What follows belongs to an exercise in optimizing a design on an open flow for small area, a short achievable clock period and few clock cycles per item; a production flow would make more cautious choices.
In this exercise RTL edits were held to simulation tests only and were not proved equivalent to the original.
Power and IR drop assume default switching activity.

Design flt_engine, start of the top module:
module flt_engine (
    input  wire        clk,
    input  wire        rst,
    input  wire        cmd_valid,
    output reg         cmd_ready,
    input  wire [2:0]  cmd_op,
    input  wire [31:0] cmd_data,
    output reg         res_valid,
    output wire [31:0] res_data
);
Settings: LEC_CHECK=0, CAP_MARGIN=20, CORE_MARGIN=2, CORE_UTILIZATION=40, SLEW_MARGIN=20, SYNTH_HIERARCHICAL=1, SYNTH_MINIMUM_KEEP_SIZE=0; clock period 20.0 ns.
standard.sh (not shown) runs the stock make flow with config.mk's settings and CLKGATE_MAP_FILE= SYNTH_SCRIPT=/design/flow/synth_recipe.tcl, a recipe that flattens the netlist after the stock synthesis.
==> flow/flow/run.sh <==
#!/bin/bash
set -euo pipefail
bash standard.sh SETUP_SLACK_MARGIN=8 TNS_END_PERCENT=100 finish > flow_make.log 2>&1
Testbench counts at the start, summed over its fixed seeds: cycles 53,547, items 20,202.
Edit:
SYNTH_HIERARCHICAL = default   (was 1)
SYNTH_MINIMUM_KEEP_SIZE = default   (was 0)
Result: Sequential power is about the same; via count is lower by 3.7%; global-route usage is higher by 0.35 points; combinational power is lower by about 3%; worst setup slack got worse by 0.12 ns; wire length is lower by about 2.8%; count of clock-buffer cells in the layout is higher by 8; synthesized cell count is lower by 3.6%; core utilization is higher by 1.1 points; first-iteration DRC count hardly moves.

Another version of the RTL of flt_engine (not shown whole).
For scale: ~7800 cells after synthesis, ~540 flip-flops, ~0.061 sq mm of cells after synthesis.
## flt_engine
module flt_engine (
    input  wire        clk,
    input  wire        rst,
    input  wire        cmd_valid,
    output reg         cmd_ready,
    input  wire [2:0]  cmd_op,
    input  wire [31:0] cmd_data,
    output reg         res_valid,
    output wire [31:0] res_data
);
export LEC_CHECK = 0
export CAP_MARGIN = 20
export CORE_MARGIN = 2
export CORE_UTILIZATION = 40
export SLEW_MARGIN = 20
create_clock -name core_clock -period 20.0 [get_ports {clk}]
==> flow/flow/run.sh <==
#!/bin/bash
set -euo pipefail
bash standard.sh SETUP_SLACK_MARGIN=9.5 TNS_END_PERCENT=100 finish > flow_make.log 2>&1
Testbench counts at the start, summed over its fixed seeds: cycles 53,547, items 20,202.
Rerun with:
==> flow/run.sh (new file) <==
#!/bin/bash
# synth_recipe.tcl (not shown) runs the flow's synth.tcl, then flattens the netlist and writes it again
# the make line also repeats each setting of config.mk as NAME=value (left out here)
make -C /OpenROAD-flow-scripts/flow DESIGN_CONFIG=/design/flow/config.mk WORK_HOME=/design/flow/orfs CLKGATE_MAP_FILE= SYNTH_SCRIPT=/design/flow/synth_recipe.tcl finish
--- a/flow/config.mk
+++ b/flow/config.mk
@@ -10,0 +11 @@
+export SETUP_SLACK_MARGIN = 5
@@ -11,0 +13 @@
+export TNS_END_PERCENT = 100
removed: flow/flow/run.sh
removed: flow/standard.sh
=>
- power fell by 12%
- first-iteration DRC count is lower by 6.8%
- worst hold slack hardly moves
- global-route usage decreases by 1.1 points
- setup slack got worse by 3.8 ns
- final cell count shrinks by 3.1%
- wire length goes down by 4.7%
- die area is unchanged
- sequential power is about the same
Rerun with:
==> flow/flow/run.sh (new file) <==
#!/bin/bash
set -euo pipefail
bash standard.sh SETUP_SLACK_MARGIN=9 TNS_END_PERCENT=100 finish > flow_make.log 2>&1
==> flow/standard.sh (new file) <==
#!/bin/bash
# synth_recipe.tcl (not shown) runs the flow's synth.tcl, then flattens the netlist and writes it again
# the make line also repeats each setting of config.mk as NAME=value (left out here)
make -C /OpenROAD-flow-scripts/flow DESIGN_CONFIG=/design/flow/config.mk WORK_HOME=/design/flow/orfs CLKGATE_MAP_FILE= SYNTH_SCRIPT=/design/flow/synth_recipe.tcl "${@:-finish}"
--- a/flow/config.mk
+++ b/flow/config.mk
@@ -11 +10,0 @@
-export SETUP_SLACK_MARGIN = 5
@@ -13 +12,2 @@
-export TNS_END_PERCENT = 100
+export SYNTH_HIERARCHICAL = 1
+export SYNTH_MINIMUM_KEEP_SIZE = 0
removed: flow/run.sh
Outcome: Core utilization climbs by 1.8 points; clock-buffer cell count climbs by 5; sequential share of layout area drops by 1.6 points.
Rerun with:
--- a/flow/config.mk
+++ b/flow/config.mk
@@ -12,2 +11,0 @@
-export SYNTH_HIERARCHICAL = 1
-export SYNTH_MINIMUM_KEEP_SIZE = 0
Via count shrinks by 4.1%.
Non-clock buffer count shrinks by 15.
Worst setup slack is better by 0.0078 ns.
Clock power grows by about 6%.
Synthesized cell count shrinks by 5.8%.
Utilization grows by 0.43 points.
Final cell count shrinks by 5.2%.
Wire length shrinks by 1.6%.
Global-route usage grows by 0.97 points.
Area after synthesis shrinks by 5.6%.

==> separate check: timing with driven ports <==
How much do the figures lean on ideal ports? The routed layouts below were timed once more, with nothing changed but the port constraints.
Step 1, drivers: a clkbuf_16 drives clk and a buf_2 each remaining input, both assumed.
Step 2, shift: input delay + t, output delay - t, t = (earliest + latest rising clock arrival at the registers) / 2. This alone moves slack from input paths to output paths.
a / b / c = ideal ports / drivers / drivers and shift; a / b = the first two.
run	shift t [ns]	slack for setup (ns)	worst slew at a driven data input, ns
the first run of note 1	0.685	8.452 / 8.452 / 8.452	0.05
the second run of note 1	0.710	8.332 / 8.332 / 8.332	0.06
the first run of note 2	0.700	9.490 / 9.490 / 9.490	0.04
the second run of note 2	0.698	5.720 / 5.720 / 5.720	0.06
the third run of note 2	0.706	9.265 / 9.265 / 9.265	0.04
the fourth run of note 2	0.690	9.273 / 9.273 / 9.273	0.04
After both steps setup and hold are still met in every run listed.
